This is an optimization exercise on Yosys and OpenROAD, whose aim is small area, a short achievable clock period and few clock cycles per item, not a production implementation. The RTL was checked by simulation tests, not by an equivalence proof against the original design. Power is estimated from default activity; no workload was simulated.

## flow/design.v (module list and top-level ports; edited modules follow where they fit)
// module hpsdr_telem: 126 lines
// module hpsdr_fa: 5 lines
// module hpsdr_ha: 5 lines
// module hpsdr_s2: 1088 lines
// module hpsdr_bridge: 373 lines
module hpsdr_telem (
    input  wire        clk,
    input  wire        rst,
    input  wire        in_valid,
    output wire        in_ready,
    input  wire [7:0]  in_c0,
    input  wire [31:0] in_data,
    output wire        out_valid,
    input  wire        out_ready,
    output reg  [2:0]  out_kind,
    output reg  [2:0]  out_keys,
    output reg  [31:0] out_a,
    output reg  [31:0] out_b
);
  // ...
==> flow/run.sh <==
#!/bin/bash
# synth_recipe.tcl (not shown) runs the flow's synth.tcl, then flattens the netlist and writes it again
# the make line also repeats each setting of config.mk as NAME=value (left out here)
make -C /OpenROAD-flow-scripts/flow DESIGN_CONFIG=/design/flow/config.mk WORK_HOME=/design/flow/orfs CLKGATE_MAP_FILE= SYNTH_SCRIPT=/design/flow/synth_recipe.tcl finish
==> flow/config.mk <==
export PLATFORM = sky130hd
export DESIGN_NAME = hpsdr_telem
export DESIGN_NICKNAME = hpsdr_telem
export VERILOG_FILES = /design/flow/design.v
export SDC_FILE = /design/flow/constraint.sdc
export NUM_CORES = 4
export LEC_CHECK = 0
export CAP_MARGIN = 20
export CORE_MARGIN = 2
export CORE_UTILIZATION = 40
export SLEW_MARGIN = 20
export SYNTH_HIERARCHICAL = 1
==> flow/constraint.sdc <==
create_clock -name core_clock -period 12.0 [get_ports {clk}]
set_input_delay 2.4000 -clock core_clock [delete_from_list [all_inputs] [get_ports {clk}]]
set_output_delay 2.4000 -clock core_clock [all_outputs]
set_load 0.01 [all_outputs]
==> metrics.md, run 1 <==
| Metric | Value |
|---|---|
| Die ar. | `67150 um^2` |
| Mux cell area share after synthesis | `3.470%` |
| WP buf/inv | `1` |
| Logic pwr share | `56.1%` |
| Seq_cells | `215` |
| Net Sw Power | `1.789 mW` |
| TritonCTS clock tree | `yes` |
| Status | `complete, no violations` |
| DRT Pass-1 Iters | `6` |
| Most common cell in the netlist | `fa_1` |
| Least-Margin Pin Slew | `1.055 ns` |
| Slowest stage cell on the critical path | `buf_4` |
| Slowest cell delay on critical path | `0.71 ns` |
| Clk Latency, worst-skew pair | `0.54 ns` |
| Top delay family on crit path | `adder cells` |
| Clock network fraction of total power | `18.6%` |
| Hold path cells | `0` |
| Largest family of logic cells by synthesized area | `adder cells` |
| Site Rows | `93` |
| Crit. End Element | `register` |
| Largest registers | `r2_t x40, out_a x32, sk_data x32` |
| Reg2Reg Depth | `20` |
| Seq/total area | `20.98%` |
| Flop pwr share | `25.3%` |
| Clock Sink Count | `215` |
| Max reg flops | `40` |
| Crit path cell chain | `xnor2_1, nor2_4, buf_4, and2_1, nand2_1, nand2_1, fa_1, fa_1, fa_1, fa_1, ha_1, a21o_1, a21o_1, a21oi_1, o21ai_1, a221o_1, a221o_1, a21o_1, a41o_1, xnor2_1` |
| Post-Synth Simple-Gate Area | `14.94%` |
| Max-slew headroom | `29.64%` |
| Post-synth ARST share | `0%` |
Testbench counts, summed over its fixed seeds: cycles 3,224, items 3,200.
==> module hpsdr_telem, before the edit <==
module hpsdr_telem (
    input  wire        clk,
    input  wire        rst,
    input  wire        in_valid,
    output wire        in_ready,
    input  wire [7:0]  in_c0,
    input  wire [31:0] in_data,
    output wire        out_valid,
    input  wire        out_ready,
    output reg  [2:0]  out_kind,
    output reg  [2:0]  out_keys,
    output reg  [31:0] out_a,
    output reg  [31:0] out_b
);
    localparam [2:0] K_INFO   = 3'd0;
    localparam [2:0] K_FWD    = 3'd1;
    localparam [2:0] K_REV    = 3'd2;
    localparam [2:0] K_SUPPLY = 3'd3;
    localparam [2:0] K_ADC    = 3'd4;
    localparam [2:0] K_RAW    = 3'd5;
    localparam [2:0] K_REV0   = 3'd6;    
    reg v1, v2, v3;
    reg skid_full;
    wire en   = ~v3 | out_ready;
    wire take = in_valid & ~skid_full;
    assign in_ready  = ~skid_full;
    assign out_valid = v3;
    reg [2:0] in_kind;
    always @(*) begin
        case (in_c0[7:3])
            5'd0:    in_kind = K_INFO;
            5'd1:    in_kind = K_FWD;
            5'd2:    in_kind = K_REV;
            5'd3:    in_kind = K_SUPPLY;
            5'd4:    in_kind = K_ADC;
            default: in_kind = K_RAW;
        endcase
    end
    reg [2:0]  sk_kind;
    reg [2:0]  sk_keys;
    reg [31:0] sk_data;
    wire [2:0]  s_kind = skid_full ? sk_kind : in_kind;
    wire [2:0]  s_keys = skid_full ? sk_keys : in_c0[2:0];
    wire [31:0] s_data = skid_full ? sk_data : in_data;
    wire [15:0] s_hi   = s_data[31:16];
    wire [15:0] s_lo   = s_data[15:0];
    wire [19:0] u_hi = {1'b0, s_hi, 3'b0} + {3'b0, s_hi, 1'b0} + {4'b0, s_hi} - 20'd110;
    wire [19:0] u_lo = {1'b0, s_lo, 3'b0} + {3'b0, s_lo, 1'b0} + {4'b0, s_lo};
    wire        s_rev = (s_kind == K_REV);
    wire        s_ul  = (s_kind == K_FWD) | (s_kind == K_SUPPLY);
    reg [2:0]  r1_kind, r2_kind;
    reg [2:0]  r1_keys, r2_keys;
    reg [15:0] r1_h, r2_h;
    reg [19:0] r1_u;
    reg [39:0] r2_t;
    wire        gb = (r1_kind == K_FWD) | (r1_kind == K_REV);
    wire        gs = (r1_kind == K_SUPPLY);
    wire [39:0] t;
    hpsdr_s2 u_s2 (.u(r1_u), .gb(gb), .gs(gs), .t(t));
    wire [30:0] qb;
    hpsdr_bridge u_br (.t(r2_t), .q(qb));
    wire [7:0] c1 = r2_h[15:8];
    wire [7:0] c2 = r2_h[7:0];
    wire [7:0] c3 = r2_t[15:8];
    wire [7:0] c4 = r2_t[7:0];
    function [8:0] ver(input [7:0] v);
        reg [7:0] q, r;
        begin
            q = v / 8'd10;
            r = v % 8'd10;
            ver = {q[4:0], r[3:0]};
        end
    endfunction
    reg [2:0]  k_n;
    reg [31:0] a_n, b_n;
    always @(*) begin
        k_n = r2_kind;
        case (r2_kind)
            K_INFO:   begin a_n = {25'd0, c1[6:0]};
                            b_n = {5'd0, ver(c2), ver(c3), ver(c4)}; end
            K_FWD:    begin a_n = {16'd0, r2_h}; b_n = {1'b0, qb}; end
            K_REV:    begin a_n = {1'b0, qb};    b_n = {16'd0, r2_h}; end
            K_REV0:   begin a_n = 32'd0;         b_n = {16'd0, r2_h}; k_n = K_REV; end
            K_SUPPLY: begin a_n = {16'd0, r2_h}; b_n = {7'd0, r2_t[24:0]}; end
            K_ADC:    begin a_n = {28'd0, c4[0], c3[0], c2[0], c1[0]};
                            b_n = {4'd0, c4[7:1], c3[7:1], c2[7:1], c1[7:1]}; end
            default:  begin a_n = {r2_h, r2_t[15:0]}; b_n = 32'd0; end
        endcase
    end
    always @(posedge clk) begin
        if (rst) begin
            v1 <= 1'b0;
            v2 <= 1'b0;
            v3 <= 1'b0;
            skid_full <= 1'b0;
        end else if (en) begin
            v1 <= skid_full | take;
            v2 <= v1;
            v3 <= v2;
            skid_full <= 1'b0;
        end else if (take) begin
            skid_full <= 1'b1;
        end
    end
    always @(posedge clk) begin
        if (~skid_full) begin
            sk_kind <= in_kind;
            sk_keys <= in_c0[2:0];
            sk_data <= in_data;
        end
        if (en) begin
            r1_kind <= (s_rev && s_hi <= 16'd10) ? K_REV0 : s_kind;
            r1_keys <= s_keys;
            r1_h    <= s_rev ? s_lo : s_hi;
            r1_u    <= s_rev ? u_hi : s_ul ? u_lo : {4'd0, s_lo};
            r2_kind <= r1_kind;
            r2_keys <= r1_keys;
            r2_h    <= r1_h;
            r2_t    <= {t[39:16], (gb | gs) ? t[15:0] : r1_u[15:0]};
            out_kind <= k_n;
            out_keys <= r2_keys;
            out_a    <= a_n;
            out_b    <= b_n;
        end
    end
endmodule
==> module hpsdr_s2, before the edit <==
module hpsdr_s2 (u, gb, gs, t);
    input wire [19:0] u;
    input wire gb;
    input wire gs;
    output wire [39:0] t;
    wire [19:0] ub = u & {20{gb}};
    wire [19:0] us = u & {20{gs}};
    wire [19:0] un = ~u & {20{gs}};
    wire g1;
    wire g2;
    wire g3;
    wire g4;
    wire g5;
    wire g6;
    wire g7;
    wire g8;
    wire g9;
    wire g10;
    wire g11;
    wire g12;
    wire g13;
    wire g14;
    wire g15;
    wire g16;
    wire g17;
    wire g18;
    wire g19;
    wire g20;
    wire g21;
    wire g22;
    wire g23;
    wire g24;
    wire g25;
    wire g26;
    wire g27;
    wire g28;
    wire g29;
    wire g30;
    wire g31;
    wire g32;
    wire g33;
    wire g34;
    wire g35;
    wire g36;
    wire g37;
    wire g38;
    wire g39;
    wire g40;
    wire g41;
    wire g42;
    wire g43;
    wire g44;
    wire g45;
    wire g46;
    wire g47;
    wire g48;
    wire g49;
    wire g50;
    wire g51;
    wire g52;
    wire g53;
    wire g54;
    wire g55;
    wire g56;
    wire g57;
    wire g58;
    wire g59;
    wire g60;
    wire g61;
    wire g62;
    wire g63;
    wire g64;
    wire g65;
    wire g66;
    wire g67;
    wire g68;
    wire g69;
    wire g70;
    wire g71;
    wire g72;
    wire g73;
    wire g74;
    wire g75;
    wire g76;
    wire g77;
    wire g78;
    wire g79;
    wire g80;
    wire g81;
    wire g82;
    wire g83;
    wire g84;
    wire g85;
    wire g86;
    wire g87;
    wire g88;
    wire g89;
    wire g90;
    wire g91;
    wire g92;
    wire g93;
    wire g94;
    wire g95;
    wire g96;
    wire g97;
    wire g98;
    wire g99;
    wire g100;
    wire g101;
    wire g102;
    wire g103;
    wire g104;
    wire g105;
    wire g106;
    wire g107;
    wire g108;
    wire g109;
    wire g110;
    wire g111;
    wire g112;
    wire g113;
    wire g114;
    wire g115;
    wire g116;
    wire g117;
    wire g118;
    wire g119;
    wire g120;
    wire g121;
    wire g122;
    wire g123;
    wire g124;
    wire g125;
    wire g126;
    wire g127;
    wire g128;
    wire g129;
    wire g130;
    wire g131;
    wire g132;
    wire g133;
    wire g134;
    wire g135;
    wire g136;
    wire g137;
    wire g138;
    wire g139;
    wire g140;
    wire g141;
    wire g142;
    wire g143;
    wire g144;
    wire g145;
    wire g146;
    wire g147;
    wire g148;
    wire g149;
    wire g150;
    wire g151;
    wire g152;
    wire g153;
    wire g154;
    wire g155;
    wire g156;
    wire g157;
    wire g158;
    wire g159;
    wire g160;
    wire g161;
    wire g162;
    wire g163;
    wire g164;
    wire g165;
    wire g166;
    wire g167;
    wire g168;
    wire g169;
    wire g170;
    wire g171;
    wire g172;
    wire g173;
    wire g174;
    wire g175;
    wire g176;
    wire g177;
    wire g178;
    wire g179;
    wire g180;
    wire g181;
    wire g182;
    wire g183;
    wire g184;
    wire g185;
    wire g186;
    wire g187;
    wire g188;
    wire g189;
    wire g190;
    wire g191;
    wire g192;
    wire g193;
    wire g194;
    wire g195;
    wire s196;
    wire c197;
    wire s198;
    wire c199;
    wire s200;
    wire c201;
    wire s202;
    wire c203;
    wire s204;
    wire c205;
    wire s206;
    wire c207;
    wire s208;
    wire c209;
    wire s210;
    wire c211;
    wire s212;
    wire c213;
    wire s214;
    wire c215;
    wire s216;
    wire c217;
    wire s218;
    wire c219;
    wire s220;
    wire c221;
    wire s222;
    wire c223;
    wire s224;
    wire c225;
    wire s226;
    wire c227;
    wire s228;
    wire c229;
    wire s230;
    wire c231;
    wire s232;
    wire c233;
    wire s234;
    wire c235;
    wire s236;
    wire c237;
    wire s238;
    wire c239;
    wire s240;
    wire c241;
    wire s242;
    wire c243;
    wire s244;
    wire c245;
    wire s246;
    wire c247;
    wire s248;
    wire c249;
    wire s250;
    wire c251;
    wire s252;
    wire c253;
    wire s254;
    wire c255;
    wire s256;
    wire c257;
    wire s258;
    wire c259;
    wire s260;
    wire c261;
    wire s262;
    wire c263;
    wire s264;
    wire c265;
    wire s266;
    wire c267;
    wire s268;
    wire c269;
    wire s270;
    wire c271;
    wire s272;
    wire c273;
    wire s274;
    wire c275;
    wire s276;
    wire c277;
    wire s278;
    wire c279;
    wire s280;
    wire c281;
    wire s282;
    wire c283;
    wire s284;
    wire c285;
    wire s286;
    wire c287;
    wire s288;
    wire c289;
    wire s290;
    wire c291;
    wire s292;
    wire c293;
    wire s294;
    wire c295;
    wire s296;
    wire c297;
    wire s298;
    wire c299;
    wire s300;
    wire c301;
    wire s302;
    wire c303;
    wire s304;
    wire c305;
    wire s306;
    wire c307;
    wire s308;
    wire c309;
    wire s310;
    wire c311;
    wire s312;
    wire c313;
    wire s314;
    wire c315;
    wire s316;
    wire c317;
    wire s318;
    wire c319;
    wire s320;
    wire c321;
    wire s322;
    wire c323;
    wire s324;
    wire c325;
    wire s326;
    wire c327;
    wire s328;
    wire c329;
    wire s330;
    wire c331;
    wire s332;
    wire c333;
    wire s334;
    wire c335;
    wire s336;
    wire c337;
    wire s338;
    wire c339;
    wire s340;
    wire c341;
    wire s342;
    wire c343;
    wire s344;
    wire c345;
    wire s346;
    wire c347;
    wire s348;
    wire c349;
    wire s350;
    wire c351;
    wire s352;
    wire c353;
    wire s354;
    wire c355;
    wire s356;
    wire c357;
    wire s358;
    wire c359;
    wire s360;
    wire c361;
    wire s362;
    wire c363;
    wire s364;
    wire c365;
    wire s366;
    wire c367;
    wire s368;
    wire c369;
    wire s370;
    wire c371;
    wire s372;
    wire c373;
    wire s374;
    wire c375;
    wire s376;
    wire c377;
    wire s378;
    wire c379;
    wire s380;
    wire c381;
    wire s382;
    wire c383;
    wire s384;
    wire c385;
    wire s386;
    wire c387;
    wire s388;
    wire c389;
    wire s390;
    wire c391;
    wire s392;
    wire c393;
    wire s394;
    wire c395;
    wire s396;
    wire c397;
    wire s398;
    wire c399;
    wire s400;
    wire c401;
    wire s402;
    wire c403;
    wire s404;
    wire c405;
    wire s406;
    wire c407;
    wire s408;
    wire c409;
    wire s410;
    wire c411;
    wire s412;
    wire c413;
    wire s414;
    wire c415;
    wire s416;
    wire c417;
    wire s418;
    wire c419;
    wire s420;
    wire c421;
    wire s422;
    wire c423;
    wire s424;
    wire c425;
    wire s426;
    wire c427;
    wire s428;
    wire c429;
    wire s430;
    wire c431;
    wire s432;
    wire c433;
    wire s434;
    wire c435;
    wire s436;
    wire c437;
    wire s438;
    wire c439;
    wire s440;
    wire c441;
    wire s442;
    wire c443;
    wire s444;
    wire c445;
    wire s446;
    wire c447;
    wire s448;
    wire c449;
    wire s450;
    wire c451;
    wire s452;
    wire c453;
    wire s454;
    wire c455;
    wire s456;
    wire c457;
    wire s458;
    wire c459;
    wire s460;
    wire c461;
    wire s462;
    wire c463;
    wire s464;
    wire c465;
    wire s466;
    wire c467;
    wire s468;
    wire c469;
    wire s470;
    wire c471;
    wire s472;
    wire c473;
    wire s474;
    wire c475;
    wire s476;
    wire c477;
    wire s478;
    wire c479;
    wire s480;
    wire c481;
    wire s482;
    wire c483;
    wire s484;
    wire c485;
    wire s486;
    wire c487;
    wire s488;
    wire c489;
    wire s490;
    wire c491;
    wire s492;
    wire c493;
    wire s494;
    wire c495;
    wire s496;
    wire c497;
    wire s498;
    wire c499;
    wire s500;
    wire c501;
    wire s502;
    wire c503;
    wire s504;
    wire c505;
    wire s506;
    wire c507;
    wire s508;
    wire c509;
    wire s510;
    wire c511;
    wire s512;
    wire c513;
    wire s514;
    wire c515;
    wire s516;
    wire c517;
    wire s518;
    wire c519;
    wire s520;
    wire c521;
    wire s522;
    wire c523;
    wire s524;
    wire c525;
    wire s526;
    wire c527;
    wire s528;
    wire c529;
    wire s530;
    wire c531;
    wire s532;
    wire c533;
    wire s534;
    wire c535;
    wire s536;
    wire c537;
    wire s538;
    wire c539;
    wire s540;
    wire c541;
    wire s542;
    wire c543;
    wire s544;
    wire c545;
    wire s546;
    wire c547;
    wire s548;
    wire c549;
    wire s550;
    wire c551;
    wire s552;
    wire c553;
    wire s554;
    wire c555;
    wire s556;
    wire c557;
    wire s558;
    wire c559;
    wire s560;
    wire c561;
    wire s562;
    wire c563;
    wire s564;
    wire c565;
    wire s566;
    wire c567;
    wire s568;
    wire c569;
    wire s570;
    wire c571;
    wire s572;
    wire c573;
    wire s574;
    wire c575;
    wire s576;
    wire c577;
    wire s578;
    wire c579;
    wire s580;
    wire c581;
    wire s582;
    wire c583;
    wire s584;
    wire c585;
    wire s586;
    wire c587;
    wire s588;
    wire c589;
    wire s590;
    wire c591;
    wire s592;
    wire c593;
    wire s594;
    wire c595;
    wire s596;
    wire c597;
    wire s598;
    wire c599;
    wire s600;
    wire c601;
    wire s602;
    wire c603;
    wire s604;
    wire c605;
    wire s606;
    wire c607;
    wire s608;
    wire c609;
    wire s610;
    wire c611;
    wire s612;
    wire c613;
    wire s614;
    wire c615;
    wire s616;
    wire c617;
    wire s618;
    wire c619;
    wire s620;
    wire c621;
    wire s622;
    wire c623;
    wire s624;
    wire c625;
    wire s626;
    wire c627;
    wire s628;
    wire c629;
    wire s630;
    wire c631;
    wire s632;
    wire c633;
    wire s634;
    wire c635;
    wire s636;
    wire c637;
    wire s638;
    wire c639;
    wire s640;
    wire c641;
    wire s642;
    wire c643;
    wire s644;
    wire c645;
    wire s646;
    wire c647;
    wire s648;
    wire c649;
    wire s650;
    wire c651;
    wire s652;
    wire c653;
    assign g1 = ub[0] | us[19];
    assign g2 = (ub[0] & ub[1]) | us[18];
    assign g3 = ub[1] | un[14];
    assign g4 = (ub[0] & ub[2]) | us[19];
    assign g5 = (ub[0] & ub[3]) | un[16];
    assign g6 = (ub[1] & ub[2]) | us[11];
    assign g7 = ub[2] | us[8];
    assign g8 = (ub[0] & ub[4]) | un[17];
    assign g9 = (ub[1] & ub[3]) | us[12];
    assign g10 = (ub[0] & ub[5]) | un[18];
    assign g11 = (ub[1] & ub[4]) | us[13];
    assign g12 = (ub[2] & ub[3]) | us[10];
    assign g13 = ub[3] | us[8];
    assign g14 = (ub[0] & ub[6]) | un[19];
    assign g15 = (ub[1] & ub[5]) | us[14];
    assign g16 = (ub[2] & ub[4]) | us[11];
    assign g17 = (ub[0] & ub[7]) | us[15];
    assign g18 = (ub[1] & ub[6]) | us[12];
    assign g19 = (ub[2] & ub[5]) | us[10];
    assign g20 = (ub[3] & ub[4]) | us[3];
    assign g21 = ub[4] | gs;
    assign g22 = (ub[0] & ub[8]) | us[16];
    assign g23 = (ub[1] & ub[7]) | us[13];
    assign g24 = (ub[2] & ub[6]) | us[11];
    assign g25 = (ub[3] & ub[5]) | us[4];
    assign g26 = (ub[0] & ub[9]) | us[17];
    assign g27 = (ub[1] & ub[8]) | us[14];
    assign g28 = (ub[2] & ub[7]) | us[12];
    assign g29 = (ub[3] & ub[6]) | us[5];
    assign g30 = (ub[4] & ub[5]) | gs;
    assign g31 = (ub[0] & ub[10]) | us[18];
    assign g32 = (ub[1] & ub[9]) | us[15];
    assign g33 = (ub[2] & ub[8]) | us[13];
    assign g34 = (ub[3] & ub[7]) | us[6];
    assign g35 = (ub[4] & ub[6]) | gs;
    assign g36 = (ub[0] & ub[11]) | us[19];
    assign g37 = (ub[1] & ub[10]) | us[16];
    assign g38 = (ub[2] & ub[9]) | us[14];
    assign g39 = (ub[3] & ub[8]) | us[7];
    assign g40 = (ub[4] & ub[7]) | gs;
    assign g41 = (ub[5] & ub[6]);
    assign g42 = (ub[0] & ub[12]) | us[17];
    assign g43 = (ub[1] & ub[11]) | us[15];
    assign g44 = (ub[2] & ub[10]) | us[8];
    assign g45 = (ub[3] & ub[9]) | gs;
    assign g46 = (ub[4] & ub[8]);
    assign g47 = (ub[5] & ub[7]);
    assign g48 = (ub[0] & ub[13]) | us[18];
    assign g49 = (ub[1] & ub[12]) | us[16];
    assign g50 = (ub[2] & ub[11]) | us[9];
    assign g51 = (ub[3] & ub[10]) | gs;
    assign g52 = (ub[4] & ub[9]);
    assign g53 = (ub[5] & ub[8]);
    assign g54 = (ub[6] & ub[7]);
    assign g55 = (ub[0] & ub[14]) | us[19];
    assign g56 = (ub[1] & ub[13]) | us[17];
    assign g57 = (ub[2] & ub[12]) | us[10];
    assign g58 = (ub[3] & ub[11]) | gs;
    assign g59 = (ub[4] & ub[10]);
    assign g60 = (ub[5] & ub[9]);
    assign g61 = (ub[6] & ub[8]);
    assign g62 = (ub[0] & ub[15]) | us[18];
    assign g63 = (ub[1] & ub[14]) | us[11];
    assign g64 = (ub[2] & ub[13]) | gs;
    assign g65 = (ub[3] & ub[12]);
    assign g66 = (ub[4] & ub[11]);
    assign g67 = (ub[5] & ub[10]);
    assign g68 = (ub[6] & ub[9]);
    assign g69 = (ub[7] & ub[8]);
    assign g70 = (ub[0] & ub[16]) | us[19];
    assign g71 = (ub[1] & ub[15]) | us[12];
    assign g72 = (ub[2] & ub[14]) | gs;
    assign g73 = (ub[3] & ub[13]);
    assign g74 = (ub[4] & ub[12]);
    assign g75 = (ub[5] & ub[11]);
    assign g76 = (ub[6] & ub[10]);
    assign g77 = (ub[7] & ub[9]);
    assign g78 = (ub[0] & ub[17]) | us[13];
    assign g79 = (ub[1] & ub[16]) | gs;
    assign g80 = (ub[2] & ub[15]);
    assign g81 = (ub[3] & ub[14]);
    assign g82 = (ub[4] & ub[13]);
    assign g83 = (ub[5] & ub[12]);
    assign g84 = (ub[6] & ub[11]);
    assign g85 = (ub[7] & ub[10]);
    assign g86 = (ub[8] & ub[9]);
    assign g87 = (ub[0] & ub[18]) | us[14];
    assign g88 = (ub[1] & ub[17]) | gs;
    assign g89 = (ub[2] & ub[16]);
    assign g90 = (ub[3] & ub[15]);
    assign g91 = (ub[4] & ub[14]);
    assign g92 = (ub[5] & ub[13]);
    assign g93 = (ub[6] & ub[12]);
    assign g94 = (ub[7] & ub[11]);
    assign g95 = (ub[8] & ub[10]);
    assign g96 = (ub[0] & ub[19]) | us[15];
    assign g97 = (ub[1] & ub[18]) | gs;
    assign g98 = (ub[2] & ub[17]);
    assign g99 = (ub[3] & ub[16]);
    assign g100 = (ub[4] & ub[15]);
    assign g101 = (ub[5] & ub[14]);
    assign g102 = (ub[6] & ub[13]);
    assign g103 = (ub[7] & ub[12]);
    assign g104 = (ub[8] & ub[11]);
    assign g105 = (ub[9] & ub[10]);
    assign g106 = (ub[1] & ub[19]) | us[16];
    assign g107 = (ub[2] & ub[18]) | gs;
    assign g108 = (ub[3] & ub[17]);
    assign g109 = (ub[4] & ub[16]);
    assign g110 = (ub[5] & ub[15]);
    assign g111 = (ub[6] & ub[14]);
    assign g112 = (ub[7] & ub[13]);
    assign g113 = (ub[8] & ub[12]);
    assign g114 = (ub[9] & ub[11]);
    assign g115 = (ub[2] & ub[19]) | us[17];
    assign g116 = (ub[3] & ub[18]) | gs;
    assign g117 = (ub[4] & ub[17]);
    assign g118 = (ub[5] & ub[16]);
    assign g119 = (ub[6] & ub[15]);
    assign g120 = (ub[7] & ub[14]);
    assign g121 = (ub[8] & ub[13]);
    assign g122 = (ub[9] & ub[12]);
    assign g123 = (ub[10] & ub[11]);
    assign g124 = (ub[3] & ub[19]) | us[18];
    assign g125 = (ub[4] & ub[18]) | gs;
    assign g126 = (ub[5] & ub[17]);
    assign g127 = (ub[6] & ub[16]);
    assign g128 = (ub[7] & ub[15]);
    assign g129 = (ub[8] & ub[14]);
    assign g130 = (ub[9] & ub[13]);
    assign g131 = (ub[10] & ub[12]);
    assign g132 = (ub[4] & ub[19]) | us[19];
    assign g133 = (ub[5] & ub[18]) | gs;
    assign g134 = (ub[6] & ub[17]);
    assign g135 = (ub[7] & ub[16]);
    assign g136 = (ub[8] & ub[15]);
    assign g137 = (ub[9] & ub[14]);
    assign g138 = (ub[10] & ub[13]);
    assign g139 = (ub[11] & ub[12]);
    assign g140 = (ub[5] & ub[19]) | gs;
    assign g141 = (ub[6] & ub[18]);
    assign g142 = (ub[7] & ub[17]);
    assign g143 = (ub[8] & ub[16]);
    assign g144 = (ub[9] & ub[15]);
    assign g145 = (ub[10] & ub[14]);
    assign g146 = (ub[11] & ub[13]);
    assign g147 = (ub[6] & ub[19]) | gs;
    assign g148 = (ub[7] & ub[18]);
    assign g149 = (ub[8] & ub[17]);
    assign g150 = (ub[9] & ub[16]);
    assign g151 = (ub[10] & ub[15]);
    assign g152 = (ub[11] & ub[14]);
    assign g153 = (ub[12] & ub[13]);
    assign g154 = (ub[7] & ub[19]) | gs;
    assign g155 = (ub[8] & ub[18]);
    assign g156 = (ub[9] & ub[17]);
    assign g157 = (ub[10] & ub[16]);
    assign g158 = (ub[11] & ub[15]);
    assign g159 = (ub[12] & ub[14]);
    assign g160 = (ub[8] & ub[19]) | gs;
    assign g161 = (ub[9] & ub[18]);
    assign g162 = (ub[10] & ub[17]);
    assign g163 = (ub[11] & ub[16]);
    assign g164 = (ub[12] & ub[15]);
    assign g165 = (ub[13] & ub[14]);
    assign g166 = (ub[9] & ub[19]) | gs;
    assign g167 = (ub[10] & ub[18]);
    assign g168 = (ub[11] & ub[17]);
    assign g169 = (ub[12] & ub[16]);
    assign g170 = (ub[13] & ub[15]);
    assign g171 = (ub[10] & ub[19]) | gs;
    assign g172 = (ub[11] & ub[18]);
    assign g173 = (ub[12] & ub[17]);
    assign g174 = (ub[13] & ub[16]);
    assign g175 = (ub[14] & ub[15]);
    assign g176 = (ub[11] & ub[19]) | gs;
    assign g177 = (ub[12] & ub[18]);
    assign g178 = (ub[13] & ub[17]);
    assign g179 = (ub[14] & ub[16]);
    assign g180 = (ub[12] & ub[19]) | gs;
    assign g181 = (ub[13] & ub[18]);
    assign g182 = (ub[14] & ub[17]);
    assign g183 = (ub[15] & ub[16]);
    assign g184 = (ub[13] & ub[19]) | gs;
    assign g185 = (ub[14] & ub[18]);
    assign g186 = (ub[15] & ub[17]);
    assign g187 = (ub[14] & ub[19]) | gs;
    assign g188 = (ub[15] & ub[18]);
    assign g189 = (ub[16] & ub[17]);
    assign g190 = (ub[15] & ub[19]) | gs;
    assign g191 = (ub[16] & ub[18]);
    assign g192 = (ub[16] & ub[19]) | gs;
    assign g193 = (ub[17] & ub[18]);
    assign g194 = (ub[17] & ub[19]) | gs;
    assign g195 = (ub[18] & ub[19]) | gs;
    hpsdr_ha s196_i (.a(g78), .b(g79), .s(s196), .co(c197));
    hpsdr_ha s198_i (.a(g87), .b(g88), .s(s198), .co(c199));
    hpsdr_fa s200_i (.a(g96), .b(g97), .c(g98), .s(s200), .co(c201));
    hpsdr_ha s202_i (.a(g99), .b(g100), .s(s202), .co(c203));
    hpsdr_fa s204_i (.a(g106), .b(g107), .c(g108), .s(s204), .co(c205));
    hpsdr_fa s206_i (.a(g115), .b(g116), .c(g117), .s(s206), .co(c207));
    hpsdr_ha s208_i (.a(g36), .b(g37), .s(s208), .co(c209));
    hpsdr_ha s210_i (.a(g42), .b(g43), .s(s210), .co(c211));
    hpsdr_fa s212_i (.a(g48), .b(g49), .c(g50), .s(s212), .co(c213));
    hpsdr_ha s214_i (.a(g51), .b(g52), .s(s214), .co(c215));
    hpsdr_fa s216_i (.a(g55), .b(g56), .c(g57), .s(s216), .co(c217));
    hpsdr_ha s218_i (.a(g58), .b(g59), .s(s218), .co(c219));
    hpsdr_fa s220_i (.a(g62), .b(g63), .c(g64), .s(s220), .co(c221));
    hpsdr_fa s222_i (.a(g65), .b(g66), .c(g67), .s(s222), .co(c223));
    hpsdr_ha s224_i (.a(g68), .b(g69), .s(s224), .co(c225));
    hpsdr_fa s226_i (.a(g70), .b(g71), .c(g72), .s(s226), .co(c227));
    hpsdr_fa s228_i (.a(g73), .b(g74), .c(g75), .s(s228), .co(c229));
    hpsdr_ha s230_i (.a(g76), .b(g77), .s(s230), .co(c231));
    hpsdr_fa s232_i (.a(g80), .b(g81), .c(g82), .s(s232), .co(c233));
    hpsdr_fa s234_i (.a(g83), .b(g84), .c(g85), .s(s234), .co(c235));
    hpsdr_fa s236_i (.a(g86), .b(ub[9]), .c(s196), .s(s236), .co(c237));
    hpsdr_fa s238_i (.a(g89), .b(g90), .c(g91), .s(s238), .co(c239));
    hpsdr_fa s240_i (.a(g92), .b(g93), .c(g94), .s(s240), .co(c241));
    hpsdr_fa s242_i (.a(g95), .b(s198), .c(c197), .s(s242), .co(c243));
    hpsdr_fa s244_i (.a(g101), .b(g102), .c(g103), .s(s244), .co(c245));
    hpsdr_fa s246_i (.a(g104), .b(g105), .c(ub[10]), .s(s246), .co(c247));
    hpsdr_fa s248_i (.a(s200), .b(s202), .c(c199), .s(s248), .co(c249));
    hpsdr_fa s250_i (.a(g109), .b(g110), .c(g111), .s(s250), .co(c251));
    hpsdr_fa s252_i (.a(g112), .b(g113), .c(g114), .s(s252), .co(c253));
    hpsdr_fa s254_i (.a(s204), .b(c201), .c(c203), .s(s254), .co(c255));
    hpsdr_fa s256_i (.a(g118), .b(g119), .c(g120), .s(s256), .co(c257));
    hpsdr_fa s258_i (.a(g121), .b(g122), .c(g123), .s(s258), .co(c259));
    hpsdr_fa s260_i (.a(ub[11]), .b(s206), .c(c205), .s(s260), .co(c261));
    hpsdr_fa s262_i (.a(g124), .b(g125), .c(g126), .s(s262), .co(c263));
    hpsdr_fa s264_i (.a(g127), .b(g128), .c(g129), .s(s264), .co(c265));
    hpsdr_fa s266_i (.a(g130), .b(g131), .c(c207), .s(s266), .co(c267));
    hpsdr_fa s268_i (.a(g132), .b(g133), .c(g134), .s(s268), .co(c269));
    hpsdr_fa s270_i (.a(g135), .b(g136), .c(g137), .s(s270), .co(c271));
    hpsdr_fa s272_i (.a(g138), .b(g139), .c(ub[12]), .s(s272), .co(c273));
    hpsdr_fa s274_i (.a(g140), .b(g141), .c(g142), .s(s274), .co(c275));
    hpsdr_fa s276_i (.a(g143), .b(g144), .c(g145), .s(s276), .co(c277));
    hpsdr_fa s278_i (.a(g147), .b(g148), .c(g149), .s(s278), .co(c279));
    hpsdr_fa s280_i (.a(g150), .b(g151), .c(g152), .s(s280), .co(c281));
    hpsdr_fa s282_i (.a(g154), .b(g155), .c(g156), .s(s282), .co(c283));
    hpsdr_fa s284_i (.a(g160), .b(g161), .c(g162), .s(s284), .co(c285));
    hpsdr_fa s286_i (.a(us[18]), .b(us[13]), .c(us[7]), .s(s286), .co(c287));
    hpsdr_fa s288_i (.a(us[19]), .b(us[14]), .c(us[8]), .s(s288), .co(c289));
    hpsdr_ha s290_i (.a(us[5]), .b(us[2]), .s(s290), .co(c291));
    hpsdr_fa s292_i (.a(us[15]), .b(us[9]), .c(us[6]), .s(s292), .co(c293));
    hpsdr_fa s294_i (.a(us[16]), .b(us[10]), .c(us[7]), .s(s294), .co(c295));
    hpsdr_ha s296_i (.a(us[4]), .b(un[0]), .s(s296), .co(c297));
    hpsdr_fa s298_i (.a(us[17]), .b(us[11]), .c(us[8]), .s(s298), .co(c299));
    hpsdr_ha s300_i (.a(us[5]), .b(un[1]), .s(s300), .co(c301));
    hpsdr_fa s302_i (.a(us[18]), .b(us[12]), .c(us[9]), .s(s302), .co(c303));
    hpsdr_ha s304_i (.a(us[6]), .b(un[2]), .s(s304), .co(c305));
    hpsdr_fa s306_i (.a(us[19]), .b(us[13]), .c(us[10]), .s(s306), .co(c307));
    hpsdr_ha s308_i (.a(us[7]), .b(un[3]), .s(s308), .co(c309));
    hpsdr_fa s310_i (.a(us[14]), .b(us[11]), .c(us[8]), .s(s310), .co(c311));
    hpsdr_fa s312_i (.a(us[15]), .b(us[12]), .c(us[9]), .s(s312), .co(c313));
    hpsdr_fa s314_i (.a(us[16]), .b(us[13]), .c(us[10]), .s(s314), .co(c315));
    hpsdr_fa s316_i (.a(us[17]), .b(us[14]), .c(us[11]), .s(s316), .co(c317));
    hpsdr_fa s318_i (.a(us[18]), .b(us[15]), .c(us[12]), .s(s318), .co(c319));
    hpsdr_ha s320_i (.a(un[8]), .b(us[3]), .s(s320), .co(c321));
    hpsdr_fa s322_i (.a(us[19]), .b(us[16]), .c(us[13]), .s(s322), .co(c323));
    hpsdr_fa s324_i (.a(un[9]), .b(us[4]), .c(us[1]), .s(s324), .co(c325));
    hpsdr_fa s326_i (.a(us[17]), .b(us[14]), .c(un[10]), .s(s326), .co(c327));
    hpsdr_fa s328_i (.a(us[5]), .b(us[2]), .c(us[0]), .s(s328), .co(c329));
    hpsdr_fa s330_i (.a(us[18]), .b(us[15]), .c(un[11]), .s(s330), .co(c331));
    hpsdr_fa s332_i (.a(us[6]), .b(us[3]), .c(us[1]), .s(s332), .co(c333));
    hpsdr_fa s334_i (.a(g1), .b(us[16]), .c(un[12]), .s(s334), .co(c335));
    hpsdr_fa s336_i (.a(us[7]), .b(us[4]), .c(us[2]), .s(s336), .co(c337));
    hpsdr_fa s338_i (.a(us[17]), .b(un[13]), .c(us[8]), .s(s338), .co(c339));
    hpsdr_ha s340_i (.a(us[5]), .b(us[3]), .s(s340), .co(c341));
    hpsdr_fa s342_i (.a(g2), .b(g3), .c(us[9]), .s(s342), .co(c343));
    hpsdr_ha s344_i (.a(us[6]), .b(us[4]), .s(s344), .co(c345));
    hpsdr_fa s346_i (.a(g4), .b(un[15]), .c(us[10]), .s(s346), .co(c347));
    hpsdr_ha s348_i (.a(us[7]), .b(us[5]), .s(s348), .co(c349));
    hpsdr_fa s350_i (.a(g5), .b(g6), .c(g7), .s(s350), .co(c351));
    hpsdr_fa s352_i (.a(g8), .b(g9), .c(us[9]), .s(s352), .co(c353));
    hpsdr_fa s354_i (.a(g10), .b(g11), .c(g12), .s(s354), .co(c355));
    hpsdr_fa s356_i (.a(g14), .b(g15), .c(g16), .s(s356), .co(c357));
    hpsdr_fa s358_i (.a(g17), .b(g18), .c(g19), .s(s358), .co(c359));
    hpsdr_fa s360_i (.a(g22), .b(g23), .c(g24), .s(s360), .co(c361));
    hpsdr_fa s362_i (.a(g26), .b(g27), .c(g28), .s(s362), .co(c363));
    hpsdr_ha s364_i (.a(g29), .b(g30), .s(s364), .co(c365));
    hpsdr_fa s366_i (.a(g31), .b(g32), .c(g33), .s(s366), .co(c367));
    hpsdr_ha s368_i (.a(g34), .b(g35), .s(s368), .co(c369));
    hpsdr_fa s370_i (.a(g38), .b(g39), .c(g40), .s(s370), .co(c371));
    hpsdr_fa s372_i (.a(g41), .b(ub[6]), .c(s208), .s(s372), .co(c373));
    hpsdr_fa s374_i (.a(g44), .b(g45), .c(g46), .s(s374), .co(c375));
    hpsdr_fa s376_i (.a(g47), .b(s210), .c(c209), .s(s376), .co(c377));
    hpsdr_fa s378_i (.a(g53), .b(g54), .c(ub[7]), .s(s378), .co(c379));
    hpsdr_fa s380_i (.a(s212), .b(s214), .c(c211), .s(s380), .co(c381));
    hpsdr_fa s382_i (.a(g60), .b(g61), .c(s216), .s(s382), .co(c383));
    hpsdr_fa s384_i (.a(s218), .b(c213), .c(c215), .s(s384), .co(c385));
    hpsdr_fa s386_i (.a(ub[8]), .b(s220), .c(s222), .s(s386), .co(c387));
    hpsdr_fa s388_i (.a(s224), .b(c217), .c(c219), .s(s388), .co(c389));
    hpsdr_fa s390_i (.a(s226), .b(s228), .c(s230), .s(s390), .co(c391));
    hpsdr_fa s392_i (.a(c221), .b(c223), .c(c225), .s(s392), .co(c393));
    hpsdr_fa s394_i (.a(s232), .b(s234), .c(s236), .s(s394), .co(c395));
    hpsdr_fa s396_i (.a(c227), .b(c229), .c(c231), .s(s396), .co(c397));
    hpsdr_fa s398_i (.a(s238), .b(s240), .c(s242), .s(s398), .co(c399));
    hpsdr_fa s400_i (.a(c233), .b(c235), .c(c237), .s(s400), .co(c401));
    hpsdr_fa s402_i (.a(s244), .b(s246), .c(s248), .s(s402), .co(c403));
    hpsdr_fa s404_i (.a(c239), .b(c241), .c(c243), .s(s404), .co(c405));
    hpsdr_fa s406_i (.a(s250), .b(s252), .c(s254), .s(s406), .co(c407));
    hpsdr_fa s408_i (.a(c245), .b(c247), .c(c249), .s(s408), .co(c409));
    hpsdr_fa s410_i (.a(s256), .b(s258), .c(s260), .s(s410), .co(c411));
    hpsdr_fa s412_i (.a(c251), .b(c253), .c(c255), .s(s412), .co(c413));
    hpsdr_fa s414_i (.a(s262), .b(s264), .c(s266), .s(s414), .co(c415));
    hpsdr_fa s416_i (.a(c257), .b(c259), .c(c261), .s(s416), .co(c417));
    hpsdr_fa s418_i (.a(s268), .b(s270), .c(s272), .s(s418), .co(c419));
    hpsdr_fa s420_i (.a(c263), .b(c265), .c(c267), .s(s420), .co(c421));
    hpsdr_fa s422_i (.a(g146), .b(s274), .c(s276), .s(s422), .co(c423));
    hpsdr_fa s424_i (.a(c269), .b(c271), .c(c273), .s(s424), .co(c425));
    hpsdr_fa s426_i (.a(g153), .b(ub[13]), .c(s278), .s(s426), .co(c427));
    hpsdr_fa s428_i (.a(s280), .b(c275), .c(c277), .s(s428), .co(c429));
    hpsdr_fa s430_i (.a(g157), .b(g158), .c(g159), .s(s430), .co(c431));
    hpsdr_fa s432_i (.a(s282), .b(c279), .c(c281), .s(s432), .co(c433));
    hpsdr_fa s434_i (.a(g163), .b(g164), .c(g165), .s(s434), .co(c435));
    hpsdr_fa s436_i (.a(ub[14]), .b(s284), .c(c283), .s(s436), .co(c437));
    hpsdr_fa s438_i (.a(g166), .b(g167), .c(g168), .s(s438), .co(c439));
    hpsdr_fa s440_i (.a(g169), .b(g170), .c(c285), .s(s440), .co(c441));
    hpsdr_fa s442_i (.a(g171), .b(g172), .c(g173), .s(s442), .co(c443));
    hpsdr_fa s444_i (.a(g174), .b(g175), .c(ub[15]), .s(s444), .co(c445));
    hpsdr_fa s446_i (.a(g176), .b(g177), .c(g178), .s(s446), .co(c447));
    hpsdr_fa s448_i (.a(g180), .b(g181), .c(g182), .s(s448), .co(c449));
    hpsdr_ha s450_i (.a(us[4]), .b(us[1]), .s(s450), .co(c451));
    hpsdr_fa s452_i (.a(1'b1), .b(s288), .c(s290), .s(s452), .co(c453));
    hpsdr_fa s454_i (.a(us[3]), .b(s292), .c(c289), .s(s454), .co(c455));
    hpsdr_fa s456_i (.a(gs), .b(s294), .c(s296), .s(s456), .co(c457));
    hpsdr_fa s458_i (.a(s298), .b(s300), .c(c295), .s(s458), .co(c459));
    hpsdr_fa s460_i (.a(s302), .b(s304), .c(c299), .s(s460), .co(c461));
    hpsdr_fa s462_i (.a(s306), .b(s308), .c(c303), .s(s462), .co(c463));
    hpsdr_fa s464_i (.a(un[4]), .b(s310), .c(c307), .s(s464), .co(c465));
    hpsdr_fa s466_i (.a(un[5]), .b(us[0]), .c(s312), .s(s466), .co(c467));
    hpsdr_fa s468_i (.a(un[6]), .b(us[1]), .c(s314), .s(s468), .co(c469));
    hpsdr_fa s470_i (.a(un[7]), .b(us[2]), .c(s316), .s(s470), .co(c471));
    hpsdr_fa s472_i (.a(us[0]), .b(s318), .c(s320), .s(s472), .co(c473));
    hpsdr_fa s474_i (.a(s322), .b(s324), .c(c319), .s(s474), .co(c475));
    hpsdr_fa s476_i (.a(s326), .b(s328), .c(c323), .s(s476), .co(c477));
    hpsdr_fa s478_i (.a(s330), .b(s332), .c(c327), .s(s478), .co(c479));
    hpsdr_fa s480_i (.a(s334), .b(s336), .c(c331), .s(s480), .co(c481));
    hpsdr_fa s482_i (.a(s338), .b(s340), .c(c335), .s(s482), .co(c483));
    hpsdr_fa s484_i (.a(s342), .b(s344), .c(c339), .s(s484), .co(c485));
    hpsdr_fa s486_i (.a(s346), .b(s348), .c(c343), .s(s486), .co(c487));
    hpsdr_fa s488_i (.a(us[6]), .b(s350), .c(c347), .s(s488), .co(c489));
    hpsdr_fa s490_i (.a(us[7]), .b(us[0]), .c(s352), .s(s490), .co(c491));
    hpsdr_fa s492_i (.a(g13), .b(us[1]), .c(s354), .s(s492), .co(c493));
    hpsdr_fa s494_i (.a(us[9]), .b(us[2]), .c(s356), .s(s494), .co(c495));
    hpsdr_fa s496_i (.a(g20), .b(g21), .c(s358), .s(s496), .co(c497));
    hpsdr_fa s498_i (.a(g25), .b(gs), .c(s360), .s(s498), .co(c499));
    hpsdr_fa s500_i (.a(ub[5]), .b(s362), .c(s364), .s(s500), .co(c501));
    hpsdr_fa s502_i (.a(s366), .b(s368), .c(c363), .s(s502), .co(c503));
    hpsdr_fa s504_i (.a(s370), .b(s372), .c(c367), .s(s504), .co(c505));
    hpsdr_fa s506_i (.a(s374), .b(s376), .c(c371), .s(s506), .co(c507));
    hpsdr_fa s508_i (.a(s378), .b(s380), .c(c375), .s(s508), .co(c509));
    hpsdr_fa s510_i (.a(s382), .b(s384), .c(c379), .s(s510), .co(c511));
    hpsdr_fa s512_i (.a(s386), .b(s388), .c(c383), .s(s512), .co(c513));
    hpsdr_fa s514_i (.a(s390), .b(s392), .c(c387), .s(s514), .co(c515));
    hpsdr_fa s516_i (.a(s394), .b(s396), .c(c391), .s(s516), .co(c517));
    hpsdr_fa s518_i (.a(s398), .b(s400), .c(c395), .s(s518), .co(c519));
    hpsdr_fa s520_i (.a(s402), .b(s404), .c(c399), .s(s520), .co(c521));
    hpsdr_fa s522_i (.a(s406), .b(s408), .c(c403), .s(s522), .co(c523));
    hpsdr_fa s524_i (.a(s410), .b(s412), .c(c407), .s(s524), .co(c525));
    hpsdr_fa s526_i (.a(s414), .b(s416), .c(c411), .s(s526), .co(c527));
    hpsdr_fa s528_i (.a(s418), .b(s420), .c(c415), .s(s528), .co(c529));
    hpsdr_fa s530_i (.a(s422), .b(s424), .c(c419), .s(s530), .co(c531));
    hpsdr_fa s532_i (.a(s426), .b(s428), .c(c423), .s(s532), .co(c533));
    hpsdr_fa s534_i (.a(s430), .b(s432), .c(c427), .s(s534), .co(c535));
    hpsdr_fa s536_i (.a(s434), .b(s436), .c(c431), .s(s536), .co(c537));
    hpsdr_fa s538_i (.a(s438), .b(s440), .c(c435), .s(s538), .co(c539));
    hpsdr_fa s540_i (.a(s442), .b(s444), .c(c439), .s(s540), .co(c541));
    hpsdr_fa s542_i (.a(g179), .b(s446), .c(c443), .s(s542), .co(c543));
    hpsdr_fa s544_i (.a(g183), .b(ub[16]), .c(s448), .s(s544), .co(c545));
    hpsdr_fa s546_i (.a(g184), .b(g185), .c(g186), .s(s546), .co(c547));
    hpsdr_fa s548_i (.a(g187), .b(g188), .c(g189), .s(s548), .co(c549));
    hpsdr_ha s550_i (.a(1'b1), .b(s286), .s(s550), .co(c551));
    hpsdr_fa s552_i (.a(c287), .b(s452), .c(c451), .s(s552), .co(c553));
    hpsdr_fa s554_i (.a(c291), .b(s454), .c(c453), .s(s554), .co(c555));
    hpsdr_fa s556_i (.a(c293), .b(s456), .c(c455), .s(s556), .co(c557));
    hpsdr_fa s558_i (.a(c297), .b(s458), .c(c457), .s(s558), .co(c559));
    hpsdr_fa s560_i (.a(c301), .b(s460), .c(c459), .s(s560), .co(c561));
    hpsdr_fa s562_i (.a(c305), .b(s462), .c(c461), .s(s562), .co(c563));
    hpsdr_fa s564_i (.a(c309), .b(s464), .c(c463), .s(s564), .co(c565));
    hpsdr_fa s566_i (.a(c311), .b(s466), .c(c465), .s(s566), .co(c567));
    hpsdr_fa s568_i (.a(c313), .b(s468), .c(c467), .s(s568), .co(c569));
    hpsdr_fa s570_i (.a(c315), .b(s470), .c(c469), .s(s570), .co(c571));
    hpsdr_fa s572_i (.a(c317), .b(s472), .c(c471), .s(s572), .co(c573));
    hpsdr_fa s574_i (.a(c321), .b(s474), .c(c473), .s(s574), .co(c575));
    hpsdr_fa s576_i (.a(c325), .b(s476), .c(c475), .s(s576), .co(c577));
    hpsdr_fa s578_i (.a(c329), .b(s478), .c(c477), .s(s578), .co(c579));
    hpsdr_fa s580_i (.a(c333), .b(s480), .c(c479), .s(s580), .co(c581));
    hpsdr_fa s582_i (.a(c337), .b(s482), .c(c481), .s(s582), .co(c583));
    hpsdr_fa s584_i (.a(c341), .b(s484), .c(c483), .s(s584), .co(c585));
    hpsdr_fa s586_i (.a(c345), .b(s486), .c(c485), .s(s586), .co(c587));
    hpsdr_fa s588_i (.a(c349), .b(s488), .c(c487), .s(s588), .co(c589));
    hpsdr_fa s590_i (.a(c351), .b(s490), .c(c489), .s(s590), .co(c591));
    hpsdr_fa s592_i (.a(c353), .b(s492), .c(c491), .s(s592), .co(c593));
    hpsdr_fa s594_i (.a(c355), .b(s494), .c(c493), .s(s594), .co(c595));
    hpsdr_fa s596_i (.a(c357), .b(s496), .c(c495), .s(s596), .co(c597));
    hpsdr_fa s598_i (.a(c359), .b(s498), .c(c497), .s(s598), .co(c599));
    hpsdr_fa s600_i (.a(c361), .b(s500), .c(c499), .s(s600), .co(c601));
    hpsdr_fa s602_i (.a(c365), .b(s502), .c(c501), .s(s602), .co(c603));
    hpsdr_fa s604_i (.a(c369), .b(s504), .c(c503), .s(s604), .co(c605));
    hpsdr_fa s606_i (.a(c373), .b(s506), .c(c505), .s(s606), .co(c607));
    hpsdr_fa s608_i (.a(c377), .b(s508), .c(c507), .s(s608), .co(c609));
    hpsdr_fa s610_i (.a(c381), .b(s510), .c(c509), .s(s610), .co(c611));
    hpsdr_fa s612_i (.a(c385), .b(s512), .c(c511), .s(s612), .co(c613));
    hpsdr_fa s614_i (.a(c389), .b(s514), .c(c513), .s(s614), .co(c615));
    hpsdr_fa s616_i (.a(c393), .b(s516), .c(c515), .s(s616), .co(c617));
    hpsdr_fa s618_i (.a(c397), .b(s518), .c(c517), .s(s618), .co(c619));
    hpsdr_fa s620_i (.a(c401), .b(s520), .c(c519), .s(s620), .co(c621));
    hpsdr_fa s622_i (.a(c405), .b(s522), .c(c521), .s(s622), .co(c623));
    hpsdr_fa s624_i (.a(c409), .b(s524), .c(c523), .s(s624), .co(c625));
    hpsdr_fa s626_i (.a(c413), .b(s526), .c(c525), .s(s626), .co(c627));
    hpsdr_fa s628_i (.a(c417), .b(s528), .c(c527), .s(s628), .co(c629));
    hpsdr_fa s630_i (.a(c421), .b(s530), .c(c529), .s(s630), .co(c631));
    hpsdr_fa s632_i (.a(c425), .b(s532), .c(c531), .s(s632), .co(c633));
    hpsdr_fa s634_i (.a(c429), .b(s534), .c(c533), .s(s634), .co(c635));
    hpsdr_fa s636_i (.a(c433), .b(s536), .c(c535), .s(s636), .co(c637));
    hpsdr_fa s638_i (.a(c437), .b(s538), .c(c537), .s(s638), .co(c639));
    hpsdr_fa s640_i (.a(c441), .b(s540), .c(c539), .s(s640), .co(c641));
    hpsdr_fa s642_i (.a(c445), .b(s542), .c(c541), .s(s642), .co(c643));
    hpsdr_fa s644_i (.a(c447), .b(s544), .c(c543), .s(s644), .co(c645));
    hpsdr_fa s646_i (.a(c449), .b(s546), .c(c545), .s(s646), .co(c647));
    hpsdr_fa s648_i (.a(ub[17]), .b(s548), .c(c547), .s(s648), .co(c649));
    hpsdr_fa s650_i (.a(g190), .b(g191), .c(c549), .s(s650), .co(c651));
    hpsdr_fa s652_i (.a(g192), .b(g193), .c(ub[18]), .s(s652), .co(c653));
    wire [54:0] full = {gs, g195, g194, s652, s650, s648, s646, s644, s642, s640, s638, s636, s634, s632, s630, s628, s626, s624, s622, s620, s618, s616, s614, s612, s610, s608, s606, s604, s602, s600, s598, s596, s594, s592, s590, s588, s586, s584, s582, s580, s578, s576, s574, s572, s570, s568, s566, s564, s562, s560, s558, s556, s554, s552, s450} + {1'b0, ub[19], c653, c651, c649, c647, c645, c643, c641, c639, c637, c635, c633, c631, c629, c627, c625, c623, c621, c619, c617, c615, c613, c611, c609, c607, c605, c603, c601, c599, c597, c595, c593, c591, c589, c587, c585, c583, c581, c579, c577, c575, c573, c571, c569, c567, c565, c563, c561, c559, c557, c555, c553, c551, s550};
    assign t = full[54:15];
endmodule
==> run 2: changes to the inputs <==
--- a/flow/design.v
+++ b/flow/design.v
@@ -49,3 +49,7 @@
     wire        s_rev = (s_kind == K_REV);
-    wire        s_ul  = (s_kind == K_FWD) | (s_kind == K_SUPPLY);
+    wire        s_fwd = (s_kind == K_FWD);
+    wire        s_sup = (s_kind == K_SUPPLY);
+    wire        s_oth = ~(s_rev | s_fwd | s_sup);
+    wire [19:0] s_ub  = ({20{s_rev}} & u_hi) | ({20{s_fwd}} & u_lo);
+    wire [19:0] s_us  = ({20{s_sup}} & u_lo) | ({20{s_oth}} & {4'd0, s_lo});
     reg [2:0]  r1_kind, r2_kind;
@@ -53,8 +57,9 @@
     reg [15:0] r1_h, r2_h;
-    reg [19:0] r1_u;
+    reg [19:0] r1_ub, r1_us;
+    reg        r1_gs;
     reg [39:0] r2_t;
-    wire        gb = (r1_kind == K_FWD) | (r1_kind == K_REV);
-    wire        gs = (r1_kind == K_SUPPLY);
+    wire        conv = (r1_kind == K_FWD) | (r1_kind == K_REV) | (r1_kind == K_REV0) |
+                       (r1_kind == K_SUPPLY);
     wire [39:0] t;
-    hpsdr_s2 u_s2 (.u(r1_u), .gb(gb), .gs(gs), .t(t));
+    hpsdr_s2 u_s2 (.ub(r1_ub), .us(r1_us), .gs(r1_gs), .t(t));
     wire [30:0] qb;
@@ -114,3 +119,5 @@
             r1_h    <= s_rev ? s_lo : s_hi;
-            r1_u    <= s_rev ? u_hi : s_ul ? u_lo : {4'd0, s_lo};
+            r1_ub   <= s_ub;
+            r1_us   <= s_us;
+            r1_gs   <= s_sup;
             r2_kind <= r1_kind;
@@ -118,3 +125,3 @@
             r2_h    <= r1_h;
-            r2_t    <= {t[39:16], (gb | gs) ? t[15:0] : r1_u[15:0]};
+            r2_t    <= {t[39:16], conv ? t[15:0] : r1_us[15:0]};
             out_kind <= k_n;
@@ -136,10 +143,8 @@
 endmodule
-module hpsdr_s2 (u, gb, gs, t);
-    input wire [19:0] u;
-    input wire gb;
+module hpsdr_s2 (ub, us, gs, t);
+    input wire [19:0] ub;
+    input wire [19:0] us;
     input wire gs;
     output wire [39:0] t;
-    wire [19:0] ub = u & {20{gb}};
-    wire [19:0] us = u & {20{gs}};
-    wire [19:0] un = ~u & {20{gs}};
+    wire [19:0] un = ~us & {20{gs}};
     wire g1;
==> run 2 against run 1 <==
Design area rose by 1.7%; sequential power rose by 37%; largest power group unchanged; first-iteration DRC count fell by 4.7%; highest routed layer unchanged; largest cell class unchanged; hold slack improved by 0.011 ns; critical path type unchanged; via count fell by 2.2%.
==> metrics.md, run 2 <==
| Metric | Value |
|---|---|
| Final count of pins violating max slew | `0 (unchanged)` |
| Pint | `3.574 mW (was 2.257 mW)` |
| Fmax | `0.1497 GHz (was 0.1429 GHz)` |
| Vias per std cell | `5.844 (was 5.899)` |
| Reg-to-reg setup timing slack | `5.32 ns (was 5.00 ns)` |
| Clock Tree Buf Depth | `3 (unchanged)` |
| Hold_buf cts | `0 (unchanged)` |
| Clock H-tree levels | `1 (unchanged)` |
| Gr usage total | `23.81% (was 23.67%)` |
| Sequential fraction of the synthesis area | `25.22% (was 23.18%)` |
| Slowest cell delay on critical path | `0.57 ns (was 0.71 ns)` |
| Number of antenna violations at the first check in global routing | `0 (was 1)` |
| Routed WL per cell | `23.06 um (was 22.55 um)` |
| Vias in the first global route | `21230 (was 20990)` |
| R2R Path End | `r2_t[37] (was r2_t[39])` |
| Post-DRT Antenna Nets | `0 (unchanged)` |
| Drc violations | `0 (unchanged)` |
| Most frequent cells in the layout | `fa_1, ha_1, nand2_1 (was fa_1, nand2_1, ha_1)` |
| Site Rows | `94 (was 93)` |
| Net Sw Power | `3.754 mW (was 1.789 mW)` |
| Largest registers | `r2_t x40, out_a x32, sk_data x32 (unchanged)` |
| Number of synthesized register bits | `236 (was 215)` |
| CP Data Arrival Time | `6.99 ns (was 7.25 ns)` |
| PostCTS Resize Cnt | `0 (unchanged)` |
| DP HPWL | `62740 um (was 62490 um)` |
| Ports | `116 (unchanged)` |
| Max FO, Critical Path | `34 (was 116)` |
| Top cells by area, synth | `fa_1, edfxtp_1, ha_1, a21o_1, dfxtp_1 (was fa_1, edfxtp_1, ha_1, nand2_1, a21oi_1)` |
| PnR Total Power | `7.328 mW (was 4.046 mW)` |
| Clock Sink Count | `236 (was 215)` |
| Hold Path Class | `register to register (unchanged)` |
| Netlist Area Pre-Place | `26440 um^2 (was 26040 um^2)` |
| DRT Pass-1 Iters | `5 (was 6)` |
| Reg2Reg Depth | `18 (was 20)` |
| Routed vias | `20520 (was 20990)` |
| R2R Path Start | `r1_gs (was r1_kind[1])` |
| CP Launch Type | `register (unchanged)` |
| Post-synth ARST share | `0% (unchanged)` |
| Initial core utilization | `40.28% (was 40.46%)` |
| Fin. Hold Viols | `0 (unchanged)` |
| Hold wc startpoint | `r1_h[15] (was r1_h[5])` |
| Clock network fraction of total power | `11.5% (was 18.6%)` |
| Clock slew at reported path FFs | `0.06 ns (about the same)` |
| Largest net degree at the start of global routing | `79 (was 117)` |
| Post-Synth Adder-Cell Area | `33.28% (was 33.91%)` |
| First-pass GRT wire length | `124700 um (was 123600 um)` |
| Most flops, register | `r2_t (unchanged)` |
| CP most frequent cell | `fa_1 (unchanged)` |
| Top_reg_cell synth | `edfxtp_1 (unchanged)` |
| Most common cell after layout, fill and taps aside | `fa_1 (unchanged)` |
| Period utilization | `55.67% (was 58.31%)` |
| Layout cells sized above 1 | `5.778% (was 5.774%)` |
| Mux cell area share after synthesis | `3.720% (was 3.470%)` |
| TritonCTS clock tree | `yes (unchanged)` |
| Diodes inserted | `0 (was 1)` |
| Logic pwr share | `69.4% (was 56.1%)` |
| Post-Synth Simple-Gate Area | `13.10% (was 14.94%)` |
| I/O Buffers | `114 (unchanged)` |
| Area Growth Syn to Fin | `10.77% (was 10.57%)` |
| Synth top area share | `22.94% (was 23.30%)` |
| Setup TNS Final | `0 ns (unchanged)` |
| Synth Warn # | `7 (unchanged)` |
| Max reg flops | `40 (unchanged)` |
| Hold path cells | `0 (unchanged)` |
| Worst EP required | `12.31 ns (was 12.26 ns)` |
| Postcts setup bufs | `0 (unchanged)` |
| Status | `complete, no violations (unchanged)` |
| Final #Nets | `3191 (was 3246)` |
| Crit path cell chain | `inv_1, buf_4, nand2_1, fa_1, fa_1, fa_1, fa_1, fa_1, ha_1, a21oi_1, o21bai_1, a21o_1, a21o_1, a31o_1, a32oi_1, nand3_1, a221oi_1, xnor2_1 (was xnor2_1, nor2_4, buf_4, and2_1, nand2_1, nand2_1, fa_1, fa_1, fa_1, fa_1, ha_1, a21o_1, a21o_1, a21oi_1, o21ai_1, a221o_1, a221o_1, a21o_1, a41o_1, xnor2_1)` |
| Clk_skew | `0.02737 ns (was 0.02711 ns)` |
| Number of clock buffers inserted by TritonCTS | `27 (was 24)` |
| Largest family of logic cells by synthesized area | `adder cells (unchanged)` |
| Worst Hold Endpoint | `r2_h[15] (was r2_h[5])` |
| DIE HEIGHT | `261.1 um (was 259.1 um)` |
| Crit. End Element | `register (unchanged)` |
| Post-Route WL | `80980 um (was 80240 um)` |
| Power Density | `250.2 nW/um^2 (was 140.5 nW/um^2)` |
| Placer Congestion | `0.9616 (was 0.9459)` |
| Worst Path Class, Setup | `register to register (unchanged)` |
| Most common cell in the netlist | `fa_1 (unchanged)` |
| Synth Instances | `2570 (was 2648)` |
| Post-synth top cells | `fa_1, ha_1, nand2_1 (was fa_1, nand2_1, ha_1)` |
| Mean post-synth cell area | `10.29 um^2 (was 9.832 um^2)` |
| Drt first-iter violations | `1775 (was 1862)` |
| EDFF count, synth | `194 (was 173)` |
| Die Wd | `261.1 um (was 259.1 um)` |
| Flop pwr share | `19.1% (was 25.3%)` |
| Setup violators final | `0 (unchanged)` |
| Peak VDD IR | `202.8 uV (was 94.03 uV)` |
| Synth unique cells | `110 (was 105)` |
| Die ar. | `68170 um^2 (was 67150 um^2)` |
| Global route overflow | `0 (unchanged)` |
| Shortest period the worst path allows | `6.680 ns (was 6.998 ns)` |
| Slowest stage cell on the critical path | `edfxtp_1 (was buf_4)` |
| Max-cap check violation count | `0 (unchanged)` |
| Core region area | `65630 um^2 (was 64350 um^2)` |
| RSZ-0062 raised after global routing | `no (unchanged)` |
| Clk Latency, worst-skew pair | `0.58 ns (was 0.54 ns)` |
| Lkg Pwr | `13.15 nW (was 13.77 nW)` |
| CTS root buf | `clkbuf_16 (unchanged)` |
| Synth area leader | `fa_1 (unchanged)` |
| Least-Margin Pin Slew | `1.013 ns (was 1.055 ns)` |
| Compound-cell area share of the yosys netlist | `17.56% (was 16.43%)` |
| Switching share of total power | `51.23% (was 44.21%)` |
| XOR/XNOR share of the synthesized area | `3.247% (was 3.734%)` |
| Max-slew headroom | `32.48% (was 29.64%)` |
run 2: cell types whose count changed after synthesis, moves of 24 or more:
cell,previous run,this run
and3_1,127,23
and2_1,37,119
nand2_1,257,211
clkbuf_1,132,101
a21o_1,86,115
nor2_1,150,124
nand3_1,47,23
run 2: how the worst max path moves through the flow:
stage / startpoint / endpoint / slack [ns]
after floorplan: out_ready / v2 / 3.41
after global placement: in_data[16] / r1_ub[18] / 4.91
after detailed placement: in_data[16] / r1_ub[18] / 4.85
after CTS: r1_gs / r2_t[37] / 5.38
after global routing: r1_gs / r2_t[38] / 4.99
final: r1_gs / r2_t[37] / 5.32
run 2: per-layer routing:
layer,share of wire (%),up-vias,GRT usage (%),wire length (um)
met5,0,-,0,0
met4,4.3,0,8.949,3446
met3,5.6,181,3.049,4560
met2,48,730,40.30,38950
met1,42,10260,31.21,34020
li1,-,9350,-,-
run 2: power by group through the flow:
stage	clock, mW	combinational, mW	sequential [mW]
floorplan	0	3.64	1.22
global placement	0	4.94	1.41
detailed placement	0	4.99	1.41
CTS	0.863	5.03	1.40
global route	0.890	5.60	1.42
finish	0.845	5.09	1.40
run 2: area by class of cell:
type,count,area [um^2]
fillers,6205,36340
multi-input cells,2101,18870
flip-flops and latches,236,6668
repair buffers,133,1284
well taps,864,1081
clock buffers,33,739.5
inverters,129,484.2
clock inverters,16,162.7
run 2: cells by family (layout without fill, tap and decap cells):
| logic type | after synthesis | after routing |
|---|---|---|
| buffers and inverters | 258 | 311 |
| AND/OR/NAND/NOR | 678 | 678 |
| XOR/XNOR | 98 | 98 |
| other | 3 | 28 |
| adder cells (fa/ha/maj) | 522 | 522 |
| AO/OA/AOI/OAI | 680 | 680 |
| multiplexers | 95 | 95 |
| flip-flops | 236 | 236 |
run 2: per-module statistics from Yosys (local to each module, per instance):
module / flip-flops and latches / copies in the design / cells inside
hpsdr_fa: 0 / 275 / 1
hpsdr_s2: 0 / 1 / 692
hpsdr_bridge: 0 / 1 / 348
hpsdr_ha: 0 / 61 / 1
hpsdr_telem: 236 / 1 / 1194
run 2: per-stage QoR:
step / hold WS, ns / setup slack [ns] / cells / utilization [%] / cell area (um^2)
5_1_grt: 0.4273 / 4.987 / 3512 / 44.62 / 29290
3_5_place_dp: 0.4045 / 4.853 / 3463 / 43.25 / 28380
3_3_place_gp: 0.4032 / 4.905 / 3463 / 43.25 / 28380
4_1_cts: 0.4199 / 5.384 / 3512 / 44.62 / 29290
6_report: 0.4168 / 5.320 / 3512 / 44.62 / 29290
2_1_floorplan: 0.4003 / 3.413 / 2595 / - / 26530
run 2: critical path, delay by kind of cell (launching register included):
| kind | cells | cell delay, ns |
|---|---|---|
| compound gates | 7 | 1.48 |
| xor+xnor | 1 | 0.10 |
| fa+ha+maj | 6 | 2.91 |
| buf+inv | 2 | 1.02 |
| flops | 1 | 0.57 |
| simple gates | 2 | 0.31 |
Testbench counts of run 2, summed over its fixed seeds: cycles 3,224, items 3,200.

[afterwards: timing with drivers on the ports]
How much do the figures lean on ideal ports? The routed layouts below were timed once more, with nothing changed but the port constraints.
Step 1 sets driving cells, clkbuf_16 on the clock port and buf_2 on the other inputs (assumed; they add their load-dependent delay and slew).
Step 2, shift: input delay + t, output delay - t, t = (earliest + latest rising clock arrival at the registers) / 2. This alone moves slack from input paths to output paths.
a / b / c = no drivers / after step 1 / after step 2; a / b = the first two.
run | shift t [ns] | slack for setup (ns) | clock arrival spread, ns
run 1 | 0.587 | 5.003 / 5.003 / 5.003 | 0.027 / 0.027
run 2 | 0.631 | 5.320 / 5.320 / 4.818 | 0.029 / 0.029
After both steps setup and hold are still met in every run listed. For run 2, which loses most, drivers alone change the setup slack by 0.000 ns; drivers and shift together by -0.502 ns.
